This design comes from an exercise in tuning for small area, a short achievable clock period and few clock cycles on the open sky130 flow, not from production work. Function was checked by simulation only, so behaviour that the tests miss may differ from the original. No activity file was given, so power comes from the tool's default toggle rates.

## b62_core
module b62_core (
    input  wire         clk,
    input  wire         rst,       
    input  wire         start,     
    input  wire         dec,       
    input  wire [1:0]   sel,       
    input  wire [5:0]   len,       
    input  wire [343:0] din,
    output reg          ready,
    output reg          done,
    output reg  [1:0]   err,       
    output reg  [5:0]   err_idx,   
    output reg  [5:0]   out_len,
    output wire [343:0] dout
);
Size in the first run: ~680 flip-flops, ~720 I/O pins, about 50,000 µm² of cells after synthesis.
clock: 5.5 ns
lec_check: 0
abc_area: 1
cap_margin: 20
core_margin: 2
core_utilization: 55
setup_slack_margin: 2.5
slew_margin: 20
run.sh (not shown) runs the stock make flow with config.mk's settings and CLKGATE_MAP_FILE= SYNTH_SCRIPT=/design/flow/synth_recipe.tcl, a recipe that flattens the netlist after the stock synthesis.
The starting point completed without violations.
Testbench counts at the start, summed over its fixed seeds: cycles 404,470.
Edit:
- SETUP_SLACK_MARGIN: 2.5 -> not set
After rerunning: Hold slack gets better by 0.0058 ns. Non-clock buffer count shrinks by 35. Wire length shrinks by 0.96%. Design area shrinks by 1.1%. Area after synthesis does not change. Sequential share of layout area grows by 0.13 points. Synthesized cell count stays the same. Power grows by 1.4%.


## run a
The RTL this note starts from:
==> flow/design.v <==
module b62_core (
    input  wire         clk,
    input  wire         rst,       
    input  wire         start,     
    input  wire         dec,       
    input  wire [1:0]   sel,       
    input  wire [5:0]   len,       
    input  wire [343:0] din,
    output reg          ready,
    output reg          done,
    output reg  [1:0]   err,       
    output reg  [5:0]   err_idx,   
    output reg  [5:0]   out_len,
    output wire [343:0] dout
);
    localparam NB = 2;             
    localparam ERR_NONE  = 2'd0;
    localparam ERR_ALPHA = 2'd1;
    localparam ERR_FRAME = 2'd2;
    localparam ERR_OVF   = 2'd3;
    localparam I_IDLE = 0;
    localparam I_ENC  = 1;    
    localparam I_EMAP = 2;    
    localparam I_DMAP = 3;    
    localparam I_HALF = 4;    
    localparam I_CLR  = 5;    
    localparam I_ALGN = 6;    
    localparam [383:0] DIGITS_T = 384'h00000000000000000000000000000000000000000000002baa99e69638a17de75b6995d65534913ce34b2891c6143080;
    localparam [383:0] BYTES_T = 384'h00000000000000000000000000000081f78075c6c06996005d65405134804503c038d3002ca2402071801440c0081000;
    function [7:0] alpha;
        input [1:0] s;
        input [5:0] d;
        reg   [7:0] k;
        begin
            case (s)
                2'd1:    k = (d < 6'd26) ? 8'h41 : (d < 6'd52) ? 8'h47 : 8'hFC;
                2'd2:    k = (d < 6'd10) ? 8'h30 : (d < 6'd36) ? 8'h57 : 8'h1D;
                default: k = (d < 6'd10) ? 8'h30 : (d < 6'd36) ? 8'h37 : 8'h3D;
            endcase
            alpha = k + {2'b00, d};
        end
    endfunction
    function [6:0] sym;
        input [1:0] s;
        input [7:0] c;
        reg         isd, isu, isl;
        reg   [5:0] k;
        reg   [4:0] o;
        begin
            isd = (c[7:4] == 4'h3) && (c[3:0] <= 4'd9);
            isu = (c[7:5] == 3'b010) && (c[4:0] != 5'd0) && (c[4:0] <= 5'd26);
            isl = (c[7:5] == 3'b011) && (c[4:0] != 5'd0) && (c[4:0] <= 5'd26);
            o = isd ? {1'b0, c[3:0]} : c[4:0];
            case (s)
                2'd1:    k = isd ? 6'd52 : isu ? 6'd63 : 6'd25;
                2'd2:    k = isd ? 6'd0  : isu ? 6'd35 : 6'd9;
                default: k = isd ? 6'd0  : isu ? 6'd9  : 6'd35;
            endcase
            sym = (isd | isu | isl) ? {1'b1, k + {1'b0, o}} : 7'd0;
        end
    endfunction
    reg  [6:0]   st;
    reg          dec_r;
    reg          sel1_r;      
    reg          sel2_r;      
    reg  [5:0]   len_r;       
    reg  [7:0]   cnt;         
    reg  [6:0]   gap;         
    reg  [5:0]   nbyt_r;
    reg  [2:0]   hq;          
    reg  [351:0] r;
    reg  [257:0] dg;          
    reg          bad;         
    reg  [5:0]   bad_idx;
    reg          ovf;
    reg          skip;        
    reg          above;       
    reg          sel_nb;      
    reg          sel_shr;     
    assign dout = r[343:0];
    wire [5:0] ndig = DIGITS_T[6 * len_r +: 6];
    wire [5:0] nbyt = BYTES_T[6 * len_r +: 6];
    integer i, j;
    reg  [343:0] din_rev;
    always @* for (i = 0; i < 344; i = i + 1) din_rev[i] = din[343 - i];
    reg  [NB-1:0] ebits;      
    always @* for (j = 0; j < NB; j = j + 1) ebits[NB-1-j] = above ? 1'b0 : r[96 + j];
    reg  [257:0] dg_dbl;
    reg  [257:0] t;
    reg  [5:0]   d;
    reg          cy, c;
    always @* begin
        t = dg;
        for (j = 0; j < NB; j = j + 1) begin
            cy = ebits[NB-1-j];
            for (i = 0; i < 43; i = i + 1) begin
                d = t[6*i +: 6];
                c = d[5] | (&d[4:0]);
                t[6*i +: 6] = {d[4] ^ (&d[3:0] & c), d[3] ^ (&d[2:0] & c),
                               d[2] ^ (&d[1:0] & c), d[1] ^ (d[0] & c),
                               d[0] ^ c, cy};
                cy = c;
            end
        end
        dg_dbl = t;
    end
    reg  [257:0] dg_half;
    reg  [257:0] h, hn;
    reg  [4:0]   x;
    reg          l;
    reg  [NB-1:0] hbits;
    always @* begin
        h = dg;
        for (j = 0; j < NB; j = j + 1) begin
            hbits[j] = h[0];
            for (i = 0; i < 43; i = i + 1) begin
                x = h[6*i+1 +: 5];
                l = (i < 42) ? h[6*(i+1)] : 1'b0;
                hn[6*i +: 6] = {l & (|x),
                                x[4] ^ (l & ~x[3] & ~x[2] & ~x[1] & ~x[0]),
                                x[3] ^ (l & ~x[2] & ~x[1] & ~x[0]),
                                x[2] ^ (l & ~x[1] & ~x[0]),
                                x[1] ^ (l & ~x[0]),
                                x[0] ^ l};
            end
            h = hn;
        end
        dg_half = h;
    end
    reg  [31:0]  syms;
    reg  [23:0]  digs;
    reg  [3:0]   foreign;
    reg  [6:0]   sv;
    reg  [7:0]   ch;
    always @* begin
        for (j = 0; j < 4; j = j + 1) begin
            syms[8*j +: 8] = (!dec_r && !gap[6] && gap[5:0] > j) ? alpha({sel2_r, sel1_r}, dg[6*j +: 6]) : 8'd0;
            for (i = 0; i < 8; i = i + 1) ch[i] = r[8*j + 7 - i];
            sv = sym({sel2_r, sel1_r}, ch);
            if (gap[6] || gap[5:0] <= j) begin
                digs[23-6*j -: 6] = sv[5:0];
                foreign[j]        = !sv[6];
            end else begin
                digs[23-6*j -: 6] = 6'd0;
                foreign[j]        = 1'b0;
            end
        end
    end
    wire [5:0] first_bad = foreign[0] ? 6'd0 - gap[5:0] :
                           foreign[1] ? 6'd1 - gap[5:0] :
                           foreign[2] ? 6'd2 - gap[5:0] :
                                        6'd3 - gap[5:0];
    wire       alpha_err = bad | (|foreign);
    wire       hovf = ({1'b0, cnt[7:3]} >= nbyt_r) && (|hbits);
    wire       last_map = (cnt == 8'd10);
    wire       last_half = (cnt[7:5] == hq) && (cnt[4:0] == 5'd31 - (NB - 1));
    wire [351:0] r_nb = {{NB{1'b0}}, r[351:256 + NB],
                         dec_r ? hbits : r[255 + NB -: NB], r[255:NB]};
    wire [351:0] r_w32 = {syms, r[351:32]};
    reg  [6:0]   st_n;
    reg  [7:0]   cnt_n;
    reg  [6:0]   gap_n;
    reg          fin;         
    reg          skip_n, above_n;
    always @* begin
        st_n  = st;
        cnt_n = cnt;
        gap_n = gap;
        fin   = 1'b0;
        if (st[I_IDLE]) begin
            cnt_n = dec ? 8'd0 : 8'd255;
            gap_n = 7'd44 - {1'b0, len};
            if (start) st_n = dec ? 7'd1 << I_DMAP : 7'd1 << I_ENC;
        end
        if (st[I_ENC]) begin
            if (skip)
                cnt_n = cnt - 8'd32;
            else if (cnt == NB - 1) begin
                cnt_n = 8'd0;
                gap_n = {1'b0, ndig};
                st_n  = 7'd1 << I_EMAP;
            end else
                cnt_n = cnt - NB;
        end
        if (st[I_EMAP] | st[I_DMAP] | st[I_CLR]) begin
            cnt_n = cnt + 8'd1;
            gap_n = gap - 7'd4;
            if (last_map) begin
                if (st[I_DMAP] && !alpha_err && nbyt != 6'd0) begin
                    cnt_n = 8'd0;
                    st_n  = 7'd1 << I_HALF;
                end else begin
                    st_n = 7'd1 << I_IDLE;
                    fin  = 1'b1;
                end
            end
        end
        if (st[I_HALF]) begin
            cnt_n = cnt + NB;
            if (last_half) begin
                if (ovf || hovf || (|dg_half[5:0])) begin
                    cnt_n = 8'd0;
                    st_n  = 7'd1 << I_CLR;
                end else if (hq == 3'd7) begin
                    st_n = 7'd1 << I_IDLE;
                    fin  = 1'b1;
                end else
                    st_n = 7'd1 << I_ALGN;
            end
        end
        if (st[I_ALGN]) begin
            cnt_n = cnt + 8'd32;
            if (cnt[7:5] == 3'd7) begin
                st_n = 7'd1 << I_IDLE;
                fin  = 1'b1;
            end
        end
        if (rst) begin
            st_n = 7'd1 << I_IDLE;
            fin  = 1'b0;
        end
    end
    wire [4:0] cw_32 = cnt[7:3] - 5'd4;
    wire [4:0] cw_nb = (cnt - NB) >> 3;
    always @* begin
        if (st[I_IDLE]) begin
            skip_n  = len <= 6'd28;
            above_n = len <= 6'd31;
        end else if (skip) begin
            skip_n  = {1'b0, cw_32} >= len_r + 6'd3;
            above_n = {1'b0, cw_32} >= len_r;
        end else begin
            skip_n  = {1'b0, cw_nb} >= len_r + 6'd3;
            above_n = {1'b0, cw_nb} >= len_r;
        end
    end
    wire enc_end = !skip && cnt == NB - 1;
    wire sel_nb_n  = (st[I_IDLE] & !dec & !skip_n) | (st[I_ENC] & !enc_end & !skip_n) |
                     (st[I_DMAP] & last_map) | (st[I_HALF] & !last_half);
    wire sel_shr_n = ((st[I_ENC] & enc_end) | st[I_EMAP] | st[I_CLR] | st[I_ALGN] |
                      (st[I_HALF] & last_half)) & !rst;
    always @(posedge clk) begin
        st      <= st_n;
        cnt     <= cnt_n;
        gap     <= gap_n;
        skip    <= skip_n;
        above   <= above_n;
        sel_nb  <= sel_nb_n;
        sel_shr <= sel_shr_n;
        ready   <= st_n[I_IDLE];
        done    <= fin;
        r  <= st[I_IDLE] ? {din_rev, 8'd0} : sel_nb ? r_nb : r_w32;
        dg <= ({258{st[I_ENC]}}  & dg_dbl) |
              ({258{st[I_HALF]}} & dg_half) |
              ({258{st[I_DMAP]}} & {dg[233:0], digs}) |
              ({258{sel_shr}}    & {24'd0, dg[257:24]});
        if (st[I_IDLE]) begin
            dec_r <= dec;
            sel1_r <= sel == 2'd1;
            sel2_r <= sel == 2'd2;
            len_r <= len;
        end
        bad <= st[I_DMAP] & alpha_err;
        if (st[I_DMAP] && |foreign && !bad)
            bad_idx <= first_bad;
        ovf <= st[I_HALF] & (ovf | hovf);
        nbyt_r <= nbyt;
        hq     <= (nbyt[4:0] + 5'd3 >> 2) - 3'd1;
        err     <= st[I_DMAP] ? (alpha_err ? ERR_ALPHA : ERR_FRAME) :
                   st[I_CLR]  ? ERR_OVF : ERR_NONE;
        err_idx <= (st[I_DMAP] && alpha_err) ? (bad ? bad_idx : first_bad) : 6'd0;
        out_len <= st[I_EMAP] ? ndig :
                   (st[I_HALF] | st[I_ALGN]) ? nbyt_r : 6'd0;
    end
endmodule
clock: 5.5 ns
lec_check: 0
abc_area: 1
cap_margin: 20
core_margin: 2
core_utilization: 65
cts_buf_list: sky130_fd_sc_hd__clkbuf_8
setup_slack_margin: 2.75
slew_margin: 20
standard.sh (not shown) runs the stock make flow with config.mk's settings and CLKGATE_MAP_FILE= SYNTH_SCRIPT=/design/flow/synth_recipe.tcl, a recipe that flattens the netlist after the stock synthesis.
==> flow/flow/run.sh <==
#!/bin/bash
# The standard layout, with one change: the port buffers that global
# placement inserts on every input and output are sky130_fd_sc_hd__buf_1
# cells instead of the flow's default pick (clkdlybuf4s50_1, a delay cell).
# standard.sh's full output goes to standard.log in the work folder.
set -o pipefail
export BUFFER_PORTS_ARGS="-buffer_cell sky130_fd_sc_hd__buf_1"
bash standard.sh > standard.log 2>&1
Run a went all the way through the flow, and no timing, DRC or antenna check failed.
Testbench counts of run a, summed over its fixed seeds: cycles 404,470.
What run b does differently from run a at the input level:
Settings: swapping 65 for 55 in CORE_UTILIZATION; clearing CTS_BUF_LIST, which used to be sky130_fd_sc_hd__clkbuf_8.
Looking at signed area change from the synthesized netlist to the final layout, run b sits above run a. As of run b, power per standard cell area had risen by a few percent compared to run a. When the final numbers for run b and run a were put side by side, the final antenna diode count turned out to be smaller in run a. Run comparison: run b worst setup path endpoint dout[204]; run a worst setup path endpoint r[334].

## what the ideal ports hide
The results above use ideal ports. As a check the final layouts listed here were re-extracted and re-timed, cells and wires unchanged. Step 1 sets driving cells, clkbuf_16 on the clock port and buf_2 on the other inputs (assumed; they add their load-dependent delay and slew). Step 2 adds t to the input delays and takes it off the output delays; t is the mean of the earliest and latest rising clock arrival at the registers after step 1. Input paths then give back, and output paths get back, about the clock's delay inside the block. Three values: ideal, step 1, step 2; two values: the first two.
run	t (ns)	setup slack, ns	clock arrival spread, ns	slew at the worst register clock pin (ns)	worst data-port slew with drivers (ns)
the first run of note 1	0.728	2.463 / 2.391 / 2.490	0.021 / 0.020	0.06 / 0.06	0.22
the second run of note 1	0.750	1.751 / 1.751 / 1.751	0.035 / 0.035	0.07 / 0.07	0.19
run a	0.869	2.592 / 2.580 / 2.592	0.048 / 0.048	0.08 / 0.08	0.26
run b	0.764	2.679 / 2.599 / 2.691	0.029 / 0.029	0.07 / 0.07	0.14
After both steps every run listed still meets setup and hold.
